From an optimization exercise on the open Yosys and OpenROAD flow, aimed at a short achievable clock period and few clock cycles; shortcuts taken in it are not production practice.
In this exercise RTL edits were held to simulation tests only and were not proved equivalent to the original.
Power is estimated from default activity; no workload was simulated.

$ cat flow/constraint.sdc
create_clock -name core_clock -period 15.0 [get_ports {clk}]
set_input_delay 3.0000 -clock core_clock [delete_from_list [all_inputs] [get_ports {clk}]]
set_output_delay 3.0000 -clock core_clock [all_outputs]
set_load 0.01 [all_outputs]
$ cat flow/design.v
module w64_canon_idx (
    input  wire [7:0] c,
    output reg        valid,
    output reg  [4:0] k
);
    always @(*) begin
        valid = 1'b1;
        k     = 5'd0;
        if (c >= 8'h30 && c <= 8'h39)      k = c - 8'h30;           
        else if (c >= 8'h41 && c <= 8'h48) k = c - 8'h41 + 5'd10;   
        else if (c == 8'h4A || c == 8'h4B) k = c - 8'h4A + 5'd18;   
        else if (c == 8'h4D || c == 8'h4E) k = c - 8'h4D + 5'd20;   
        else if (c >= 8'h50 && c <= 8'h54) k = c - 8'h50 + 5'd22;   
        else if (c >= 8'h56 && c <= 8'h5A) k = c - 8'h56 + 5'd27;   
        else valid = 1'b0;
    end
endmodule
module w64_d0 (
    input  wire [7:0] b,
    output reg        is_digit,
    output reg        is_check,
    output reg  [4:0] k
);
    wire [7:0] ub = (b >= 8'h61 && b <= 8'h7A) ? b - 8'h20 : b;
    wire       cv;
    wire [4:0] ck;
    w64_canon_idx u_ci (.c(ub), .valid(cv), .k(ck));
    always @(*) begin
        is_digit = 1'b0;
        is_check = 1'b0;
        k        = 5'd0;
        if (ub == 8'h4F) begin                          
            is_digit = 1'b1; k = 5'd0;
        end else if (ub == 8'h49 || ub == 8'h4C) begin  
            is_digit = 1'b1; k = 5'd1;
        end else if (cv) begin
            is_digit = 1'b1; k = ck;
        end else if (b == 8'h24 || b == 8'h2A || b == 8'h3D ||
                     b == 8'h55 || b == 8'h75 || b == 8'h7E) begin
            is_check = 1'b1;
        end
    end
endmodule
module weird64 (
    input  wire        clk,
    input  wire        rst,
    input  wire        bus_valid,
    input  wire        bus_write,
    input  wire [7:0]  bus_addr,
    input  wire [2:0]  bus_size,
    input  wire [31:0] bus_wdata,
    output reg  [31:0] bus_rdata,
    output wire        bus_err,
    output wire        irq
);
    localparam [1:0] CMD_ENC = 2'd0, CMD_DEC = 2'd1, CMD_CFG = 2'd2, CMD_ILL = 2'd3;
    localparam [2:0] S_IDLE  = 3'd0,
                     S_START = 3'd1,
                     S_ESKIP = 3'd2,
                     S_ELOOP = 3'd3,
                     S_DLOOP = 3'd4,
                     S_CLOOP = 3'd5,
                     S_CFIN  = 3'd6;
    localparam [63:0] STOP = 64'h8000_0000_0000_0000;
    reg        busy, done, errf, drop, done_ie;
    reg [7:0]  ei_code, ei_pos, ei_byte;
    reg [31:0] val_lo, val_hi, res_lo, res_hi, in_len, salt_len;
    reg [3:0]  out_len;
    reg [31:0] in_text  [0:3];
    reg [31:0] out_text [0:3];
    reg [31:0] salt     [0:3];
    reg [31:0] perm     [0:7];
    reg [7:0]  a_perm [0:31];    
    reg [4:0]  a_inv  [0:31];    
    reg [7:0]  a_salt [0:12];
    reg [31:0] a_salt_len;
    reg [1:0]  cmd;
    reg [2:0]  state;
    reg [63:0] w_reg;            
    reg [3:0]  j_cnt;            
    reg [3:0]  kidx;             
    reg [63:0] acc, place;       
    reg [7:0]  obuf [0:15];      
    reg [4:0]  ci;               
    reg [31:0] seen;             
    reg [4:0]  t_inv [0:31];     
    integer i;
    wire [7:0] in_byte   [0:15];
    wire [7:0] perm_byte [0:31];
    wire [7:0] salt_byte [0:15];
    genvar g;
    generate
        for (g = 0; g < 16; g = g + 1) begin : g_in
            assign in_byte[g]   = in_text[g/4][8*(g%4) +: 8];
            assign salt_byte[g] = salt[g/4][8*(g%4) +: 8];
        end
        for (g = 0; g < 32; g = g + 1) begin : g_perm
            assign perm_byte[g] = perm[g/4][8*(g%4) +: 8];
        end
    endgenerate
    wire bad_access = (bus_size != 3'd4) || (bus_addr[1:0] != 2'b00);
    assign bus_err  = bus_valid & bad_access;
    wire rd = bus_valid & ~bus_write & ~bad_access;
    wire wr = bus_valid &  bus_write & ~bad_access;
    always @(*) begin
        bus_rdata = 32'h0;
        if (rd) begin
            case (bus_addr)
                8'h00: bus_rdata = 32'h5745_0007;
                8'h08: bus_rdata = {28'h0, drop, errf, done, busy};
                8'h0C: bus_rdata = {31'h0, done_ie};
                8'h10: bus_rdata = {8'h0, ei_byte, ei_pos, ei_code};
                8'h14: bus_rdata = val_lo;
                8'h18: bus_rdata = val_hi;
                8'h1C: bus_rdata = res_lo;
                8'h20: bus_rdata = res_hi;
                8'h24: bus_rdata = in_len;
                8'h28: bus_rdata = {28'h0, out_len};
                8'h2C: bus_rdata = salt_len;
                8'h30, 8'h34, 8'h38, 8'h3C: bus_rdata = in_text[bus_addr[3:2]];
                8'h40, 8'h44, 8'h48, 8'h4C: bus_rdata = out_text[bus_addr[3:2]];
                8'h50, 8'h54, 8'h58, 8'h5C: bus_rdata = salt[bus_addr[3:2]];
                8'h60, 8'h64, 8'h68, 8'h6C,
                8'h70, 8'h74, 8'h78, 8'h7C: bus_rdata = perm[bus_addr[4:2]];
                default: bus_rdata = 32'h0;
            endcase
        end
    end
    assign irq = done & done_ie;
    wire is_data_reg = (bus_addr == 8'h14) || (bus_addr == 8'h18) ||
                       (bus_addr == 8'h24) || (bus_addr == 8'h2C) ||
                       (bus_addr[7:4] == 4'h3) || (bus_addr[7:4] == 4'h5) ||
                       (bus_addr[7:5] == 3'b011);
    wire wr_ctrl   = wr && (bus_addr == 8'h04);
    wire wr_data   = wr && is_data_reg;
    wire wr_status = wr && (bus_addr == 8'h08);
    wire accept    = wr_ctrl && !busy && (bus_wdata != 32'h0);
    wire [4:0] key = a_salt[kidx][4:0];
    wire       kwrap = ({28'h0, kidx} + 32'd1) == a_salt_len;
    wire [3:0] kidx_next = kwrap ? 4'd0 : kidx + 4'd1;
    wire [63:0] v = {val_hi, val_lo};
    reg  [4:0] e_digit;
    always @(*) begin
        if (state == S_START) e_digit = (v == 64'h0) ? 5'd0 : {1'b0, v[63:60]};
        else                  e_digit = w_reg[63:59];
    end
    wire [7:0] e_sym = a_perm[e_digit ^ key];
    wire [7:0] d_byte = in_byte[j_cnt];
    wire       d_is_digit, d_is_check;
    wire [4:0] d_k;
    w64_d0 u_d0 (.b(d_byte), .is_digit(d_is_digit), .is_check(d_is_check), .k(d_k));
    wire [4:0]  d_true = a_inv[d_k] ^ key;
    wire [63:0] d_acc  = acc + ({59'h0, d_true} * place);
    wire [7:0] c_raw = perm_byte[ci];
    wire [7:0] c_up  = (c_raw >= 8'h61 && c_raw <= 8'h7A) ? c_raw - 8'h20 : c_raw;
    wire       c_valid;
    wire [4:0] c_k;
    w64_canon_idx u_cfg (.c(c_up), .valid(c_valid), .k(c_k));
    reg        cmpl, cmpl_err;
    reg [7:0]  cmpl_code, cmpl_pos, cmpl_byte;
    always @(*) begin
        cmpl = 1'b0; cmpl_err = 1'b0;
        cmpl_code = 8'h0; cmpl_pos = 8'h0; cmpl_byte = 8'h0;
        case (state)
            S_START: begin
                if (cmd == CMD_DEC && in_len == 32'h0) begin
                    cmpl = 1'b1; cmpl_err = 1'b1; cmpl_code = 8'd1;
                end else if (cmd == CMD_DEC && in_len > 32'd13) begin
                    cmpl = 1'b1; cmpl_err = 1'b1; cmpl_code = 8'd2;
                end else if (cmd == CMD_ILL) begin
                    cmpl = 1'b1; cmpl_err = 1'b1; cmpl_code = 8'd7;
                end
            end
            S_ELOOP: if (w_reg == STOP) cmpl = 1'b1;
            S_DLOOP: begin
                if (!d_is_digit && !d_is_check) begin
                    cmpl = 1'b1; cmpl_err = 1'b1; cmpl_code = 8'd3;
                    cmpl_pos = {4'h0, j_cnt}; cmpl_byte = d_byte;
                end else if (d_is_check) begin
                    cmpl = 1'b1; cmpl_err = 1'b1; cmpl_code = 8'd4;
                    cmpl_pos = {4'h0, j_cnt}; cmpl_byte = d_byte;
                end else if ({28'h0, j_cnt} + 32'd1 == in_len) begin
                    cmpl = 1'b1;
                end
            end
            S_CLOOP: begin
                if (!c_valid || seen[c_k]) begin
                    cmpl = 1'b1; cmpl_err = 1'b1; cmpl_code = 8'd5;
                    cmpl_pos = {3'h0, ci}; cmpl_byte = c_raw;
                end
            end
            S_CFIN: begin
                cmpl = 1'b1;
                if (salt_len == 32'h0) begin
                    cmpl_err = 1'b1; cmpl_code = 8'd6;
                end
            end
            default: ;
        endcase
    end
    always @(posedge clk) begin
        if (rst) begin
            busy <= 1'b0; done <= 1'b0; errf <= 1'b0; drop <= 1'b0; done_ie <= 1'b0;
            ei_code <= 8'h0; ei_pos <= 8'h0; ei_byte <= 8'h0;
            val_lo <= 32'h0; val_hi <= 32'h0; res_lo <= 32'h0; res_hi <= 32'h0;
            in_len <= 32'h0; salt_len <= 32'h1; out_len <= 4'h0;
            for (i = 0; i < 4; i = i + 1) begin
                in_text[i] <= 32'h0; out_text[i] <= 32'h0; salt[i] <= 32'h0;
            end
            perm[0] <= 32'h3332_3130; perm[1] <= 32'h3736_3534;
            perm[2] <= 32'h4241_3938; perm[3] <= 32'h4645_4443;
            perm[4] <= 32'h4B4A_4847; perm[5] <= 32'h5150_4E4D;
            perm[6] <= 32'h5654_5352; perm[7] <= 32'h5A59_5857;
            for (i = 0; i < 32; i = i + 1) begin
                a_inv[i] <= i[4:0];
                t_inv[i] <= 5'd0;
            end
            a_perm[0]  <= "0"; a_perm[1]  <= "1"; a_perm[2]  <= "2"; a_perm[3]  <= "3";
            a_perm[4]  <= "4"; a_perm[5]  <= "5"; a_perm[6]  <= "6"; a_perm[7]  <= "7";
            a_perm[8]  <= "8"; a_perm[9]  <= "9"; a_perm[10] <= "A"; a_perm[11] <= "B";
            a_perm[12] <= "C"; a_perm[13] <= "D"; a_perm[14] <= "E"; a_perm[15] <= "F";
            a_perm[16] <= "G"; a_perm[17] <= "H"; a_perm[18] <= "J"; a_perm[19] <= "K";
            a_perm[20] <= "M"; a_perm[21] <= "N"; a_perm[22] <= "P"; a_perm[23] <= "Q";
            a_perm[24] <= "R"; a_perm[25] <= "S"; a_perm[26] <= "T"; a_perm[27] <= "V";
            a_perm[28] <= "W"; a_perm[29] <= "X"; a_perm[30] <= "Y"; a_perm[31] <= "Z";
            for (i = 0; i < 13; i = i + 1) a_salt[i] <= 8'h0;
            for (i = 0; i < 16; i = i + 1) obuf[i] <= 8'h0;
            a_salt_len <= 32'h1;
            cmd <= CMD_ENC; state <= S_IDLE;
            w_reg <= 64'h0; j_cnt <= 4'h0; kidx <= 4'h0;
            acc <= 64'h0; place <= 64'h0; ci <= 5'h0; seen <= 32'h0;
        end else begin
            if (wr && bus_addr == 8'h0C) done_ie <= bus_wdata[0];
            if (wr_status) begin
                if (bus_wdata[1]) done <= 1'b0;
                if (bus_wdata[3]) drop <= 1'b0;
            end
            if ((wr_ctrl || wr_data) && busy) drop <= 1'b1;
            if (wr_data && !busy) begin
                case (bus_addr)
                    8'h14: val_lo   <= bus_wdata;
                    8'h18: val_hi   <= bus_wdata;
                    8'h24: in_len   <= bus_wdata;
                    8'h2C: salt_len <= bus_wdata;
                    default: begin
                        if (bus_addr[7:4] == 4'h3)   in_text[bus_addr[3:2]] <= bus_wdata;
                        if (bus_addr[7:4] == 4'h5)   salt[bus_addr[3:2]]    <= bus_wdata;
                        if (bus_addr[7:5] == 3'b011) perm[bus_addr[4:2]]    <= bus_wdata;
                    end
                endcase
            end
            if (accept) begin
                busy  <= 1'b1;
                done  <= 1'b0;
                errf  <= 1'b0;
                state <= S_START;
                j_cnt <= 4'd0;
                kidx  <= 4'd0;
                if (bus_wdata == 32'h1)      cmd <= CMD_ENC;
                else if (bus_wdata == 32'h2) cmd <= CMD_DEC;
                else if (bus_wdata == 32'h3) cmd <= CMD_CFG;
                else                         cmd <= CMD_ILL;
            end
            case (state)
                S_START: begin
                    case (cmd)
                        CMD_ENC: begin
                            for (i = 0; i < 16; i = i + 1) obuf[i] <= 8'h0;
                            w_reg <= {v[59:0], 4'b1000};
                            if (v == 64'h0 || v[63:60] != 4'h0) begin
                                obuf[0] <= e_sym;
                                j_cnt   <= 4'd1;
                                kidx    <= kidx_next;
                                state   <= S_ELOOP;
                                if (v == 64'h0) w_reg <= STOP;
                            end else begin
                                state   <= S_ESKIP;
                            end
                        end
                        CMD_DEC: begin
                            acc   <= 64'h0;
                            place <= 64'h1 << (5 * (in_len[3:0] - 4'd1));
                            state <= S_DLOOP;
                        end
                        CMD_CFG: begin
                            ci    <= 5'd0;
                            seen  <= 32'h0;
                            state <= S_CLOOP;
                        end
                        default: ;
                    endcase
                end
                S_ESKIP: begin
                    if (w_reg[63:59] == 5'd0) w_reg <= w_reg << 5;
                    else                      state <= S_ELOOP;
                end
                S_ELOOP: begin
                    if (w_reg == STOP) begin
                        out_len <= j_cnt;
                        for (i = 0; i < 4; i = i + 1)
                            out_text[i] <= {obuf[4*i+3], obuf[4*i+2], obuf[4*i+1], obuf[4*i]};
                    end else begin
                        obuf[j_cnt] <= e_sym;
                        j_cnt <= j_cnt + 4'd1;
                        kidx  <= kidx_next;
                        w_reg <= w_reg << 5;
                    end
                end
                S_DLOOP: begin
                    acc   <= d_acc;
                    place <= place >> 5;
                    j_cnt <= j_cnt + 4'd1;
                    kidx  <= kidx_next;
                    if (cmpl && !cmpl_err) begin
                        res_lo <= d_acc[31:0];
                        res_hi <= d_acc[63:32];
                    end
                end
                S_CLOOP: begin
                    seen[c_k]  <= 1'b1;
                    t_inv[c_k] <= ci;
                    ci <= ci + 5'd1;
                    if (ci == 5'd31) state <= S_CFIN;
                end
                S_CFIN: begin
                    if (!cmpl_err) begin
                        for (i = 0; i < 32; i = i + 1) begin
                            a_perm[i] <= (perm_byte[i] >= 8'h61 && perm_byte[i] <= 8'h7A) ?
                                         perm_byte[i] - 8'h20 : perm_byte[i];
                            a_inv[i]  <= t_inv[i];
                        end
                        for (i = 0; i < 13; i = i + 1) a_salt[i] <= salt_byte[i];
                        a_salt_len <= salt_len;
                    end
                end
                default: ;
            endcase
            if (cmpl) begin
                busy    <= 1'b0;
                done    <= 1'b1;
                errf    <= cmpl_err;
                ei_code <= cmpl_code;
                ei_pos  <= cmpl_pos;
                ei_byte <= cmpl_byte;
                state   <= S_IDLE;
                if (cmd == CMD_DEC && cmpl_err) begin
                    res_lo <= 32'h0;
                    res_hi <= 32'h0;
                end
            end
        end
    end
endmodule
$ cat flow/run.sh
#!/bin/bash
# synth_recipe.tcl (not shown) runs the flow's synth.tcl, then flattens the netlist and writes it again
# the make line also repeats each setting of config.mk as NAME=value (left out here)
make -C /OpenROAD-flow-scripts/flow DESIGN_CONFIG=/design/flow/config.mk WORK_HOME=/design/flow/orfs CLKGATE_MAP_FILE= SYNTH_SCRIPT=/design/flow/synth_recipe.tcl finish
$ cat flow/config.mk
export PLATFORM = sky130hd
export DESIGN_NAME = weird64
export DESIGN_NICKNAME = weird64
export VERILOG_FILES = /design/flow/design.v
export SDC_FILE = /design/flow/constraint.sdc
export NUM_CORES = 4
export LEC_CHECK = 0
export CAP_MARGIN = 20
export CORE_MARGIN = 2
export CORE_UTILIZATION = 40
export SLEW_MARGIN = 20
==> impl_metrics.json <==
{
  "status": "no timing/DRC/antenna violations",
  "slew-limit-headroom_pct": 13.5,
  "tritoncts": "yes",
  "grt_setup_unrepaired": "no",
  "finalNetCount": 10800,
  "timing.critical_path.arrival_ns": 14.87,
  "drt_first_pass_iters": 14,
  "setup_viol": 0,
  "share_of_the_yosys_chip_area_belonging_to_registers_pct": 46.6,
  "swShare_pct": 24.8,
  "grt_start_max_net_pins": 223,
  "finalWorstPathRequiredPeriod_ns": 14.17,
  "kind_of_end_point_of_the_critical_path": "register",
  "grt_use_total_pct": 33.5,
  "cts.sinks": 1897,
  "insertion_delay_ns": 0.91,
  "postSynthAreaPerCell_um2": 9.36,
  "synthesis.area_um2": 98700,
  "p_sw_mw": 2.89,
  "power.sequential.fraction_pct": 48.1,
  "syn_inst": 10500,
  "drc_violation_count_after_routing": 0,
  "vdd.ir_drop.worst_uv": 125,
  "power.density_nw_per_um2": 105,
  "synthToLayoutAreaGrowth_pct": 12.0,
  "die_h_um": 501,
  "ant_nets": 0,
  "crit_top_cell": "a21oi_1",
  "crit_path_max_fanout": 25,
  "finalWeightedCongestion": 0.998,
  "power_mw": 11.6,
  "drive_above_1_share_pct": 9.74,
  "clk_root_buffer_cell": "clkbuf_16",
  "leakage_nw": 39.8,
  "dp_hpwl_um": 302000,
  "ys_ff_latch": 1897,
  "hold_path.class": "reg -> reg",
  "maxCapViolations": 0,
  "die_area_um2": 251000,
  "finClkSkew_ns": 0.0734,
  "dieWidth_um": 501,
  "setup.worst_path.class": "reg -> reg",
  "postSynth.topFlopCell": "dfxtp_1",
  "min_period_over_period_pct": 94.4,
  "worstMarginPinSlew_ns": 1.30,
  "clkSlewWorstSetupHoldPaths_ns": 0.06,
  "detail_route.iter0.violations": 11700,
  "finalMaxSlewViolations": 0,
  "boundaryPins": 81,
  "vias": 85600,
  "max_freq_mhz": 70.6,
  "grt_overflow_total": 0,
  "power.share.clock_pct": 46.3,
  "start_util_pct": 40.2,
  "p_int_mw": 8.74,
  "antenna_violations_before_repair": 43,
  "largest_registers": "a_perm (256), perm (256)",
  "avgRoutedWirePerCell_um": 31.2,
  "cts_made_buffers": 209,
  "std_cell_rows": 182,
  "async_flop_share_pct": 0,
  "grt_first_pass_wirelength_um": 609000,
  "clock_tree.htree_level_count": 4,
  "slowest_delay_ns": 0.56,
  "synth-edff-count": 800,
  "synth.yosys.warnings": 7,
  "syn_nets": 11000,
  "coreArea_um2": 246000,
  "power_frac_comb_pct": 5.6,
  "critPathSlowestCell": "fa_1",
  "placement.io_buffers": 80,
  "grt_pass1_vias": 81700,
  "timing.critical_path.required_ns": 15.71,
  "finalHoldViolations": 0,
  "setup_tns_ns": 0,
  "clockBufferDepth": 3,
  "via_per_inst": 6.21,
  "start_kind": "register",
  "finalWirelength_um": 430000,
  "ys_types": 110
}
==> per-layer routing <==
layer	vias to the layer above	wire (µm)	global-route usage [%]
met4	18	36400	23.9
met3	1222	43300	7.87
met2	4989	188000	50.8
met5	-	117	0
li1	37000	-	-
met1	42400	163000	42.1
==> critical path, delay by kind of cell (launching register included) <==
family	cells	cell delay, ns
adders and majority gates	6	2.76
AOI/OAI and AO/OA	20	4.89
DFF	1	0.48
buffers and inverters	7	1.28
muxes	1	0.20
and+or+nand+nor	15	4.32
==> stage by stage <==
stage	utilization (%)	area, µm²	hold WS [ns]	instances	worst slack, ns
after global routing	45.0	111000	0.463	13800	0.0974
final	45.0	111000	0.448	13800	0.834
after CTS	44.9	110000	0.447	13700	0.523
after detailed placement	42.0	103000	0.440	13300	0.604
after floorplan	-	98700	0.417	10500	2.61
after global placement	42.0	103000	0.434	13300	0.700
==> cell type report <==
cell class	instances	area (µm²)
inverters	420	1590
fillers	23300	135000
clock inverters	94	1220
clock buffers	301	5900
flip-flops and latches	1897	46000
multi-input cells	7422	48500
repair buffers	395	3280
well taps	3220	4030
diodes	23	57.6
==> layout by cell type, fill, tap and decap left out, types with 68 or more instances in the layout <==
master	n
edfxtp_1	800
fa_1	242
a21oi_1	862
dfxtp_1	1092
buf_4	302
ha_1	159
o21ai_0	205
clkdlybuf4s50_1	75
a22o_1	128
or3_1	127
nand2_1	2058
mux4_2	166
and3_1	154
nand3_1	302
nor4_1	108
a211oi_1	68
a22oi_1	254
a221oi_1	89
clkbuf_16	212
mux2i_1	85
and2_1	576
inv_1	410
nor3_1	298
nor2_1	530
==> final timing paths <==
check        cells after the start               to       startpoint  slack [ns]
min reg2reg                      2  out_text[3][21]  out_text[3][21]        0.45
min                              2  out_text[3][21]  out_text[3][21]        0.45
max reg2reg                     49          acc[62]         j_cnt[1]        0.83
max                             49          acc[62]         j_cnt[1]        0.83
==> cells in the mapped netlist, drive strengths merged, types with 15 or more instances <==
cell type / count / area (µm²)
nor3: 310 / 1560
or3: 132 / 826
nand2b: 52 / 328
nand3b: 30 / 225
and2: 577 / 3610
a222oi: 60 / 601
o211ai: 18 / 135
and3: 154 / 963
mux4: 166 / 3740
edfxtp: 800 / 24000
mux2i: 85 / 851
inv: 415 / 1560
nor4: 120 / 769
buf: 116 / 664
a41oi: 15 / 131
a22oi: 254 / 1910
a211oi: 72 / 546
mux2: 47 / 529
o22ai: 26 / 176
fa: 242 / 4840
a21o: 43 / 323
o21ai: 235 / 1180
or2: 16 / 100
a311oi: 61 / 541
a21oi: 874 / 4370
nor2: 562 / 2110
nand3: 306 / 1540
ha: 159 / 1990
nand4: 62 / 394
dfxtp: 1097 / 22000
a221o: 30 / 300
a31oi: 51 / 325
nand2: 2068 / 7770
xor2: 32 / 280
nor2b: 40 / 258
xnor2: 58 / 508
a221oi: 93 / 827
o21a: 19 / 143
a22o: 128 / 1120
clkbuf: 690 / 2590
==> power by group through the flow <==
stage	Clock [mW]	Sequential [mW]	Combinational (mW)
5_1_grt	5.62	5.59	0.667
3_3_place_gp	0	5.69	0.621
4_1_cts	5.42	5.58	0.628
2_1_floorplan	0	5.63	0.330
3_5_place_dp	0	5.69	0.625
6_report	5.38	5.59	0.655
==> logic make-up after synthesis <==
| family | share of synthesized area, % |
|---|---|
| buf+inv | 4.90 |
| compound gates | 14.5 |
| mux | 5.19 |
| simple gates | 21.1 |
| fa+ha+maj | 6.92 |
| flops | 46.6 |
| xor+xnor | 0.822 |
==> timing repair <==
| action | 4_1_cts | 5_1_grt |
|---|---|---|
| buffers inserted | 0 | 0 |
| hold buffers | 0 | 0 |
| gates resized for setup | 0 | 10 |
| endpoints found under the setup margin | 0 | 13 |
Testbench counts, summed over its fixed seeds: cycles 83,576.

-- separate check: timing with driven ports --
No port has a modelled driver above. Below, the same layout with a new extraction and two added sets of constraints.
Step 1 sets driving cells, clkbuf_16 on the clock port and buf_2 on the other inputs (assumed; they add their load-dependent delay and slew).
Step 2 adds t to the input delays and takes it off the output delays; t is the mean of the earliest and latest rising clock arrival at the registers after step 1. Input paths then give back, and output paths get back, about the clock's delay inside the block.
a / b / c = ideal ports / drivers / drivers and shift; a / b = the first two.
t, ns: 0.975
setup slack, ns: 0.834 / 0.834 / 0.834
hold WS [ns]: 0.448 / 0.448 / 0.448
worst setup path at the end: register to register
worst data-port slew with drivers (ns): 0.24
After both steps setup and hold are still met in this run. For this run, drivers alone change the setup slack by 0.000 ns; drivers and shift together by 0.000 ns.
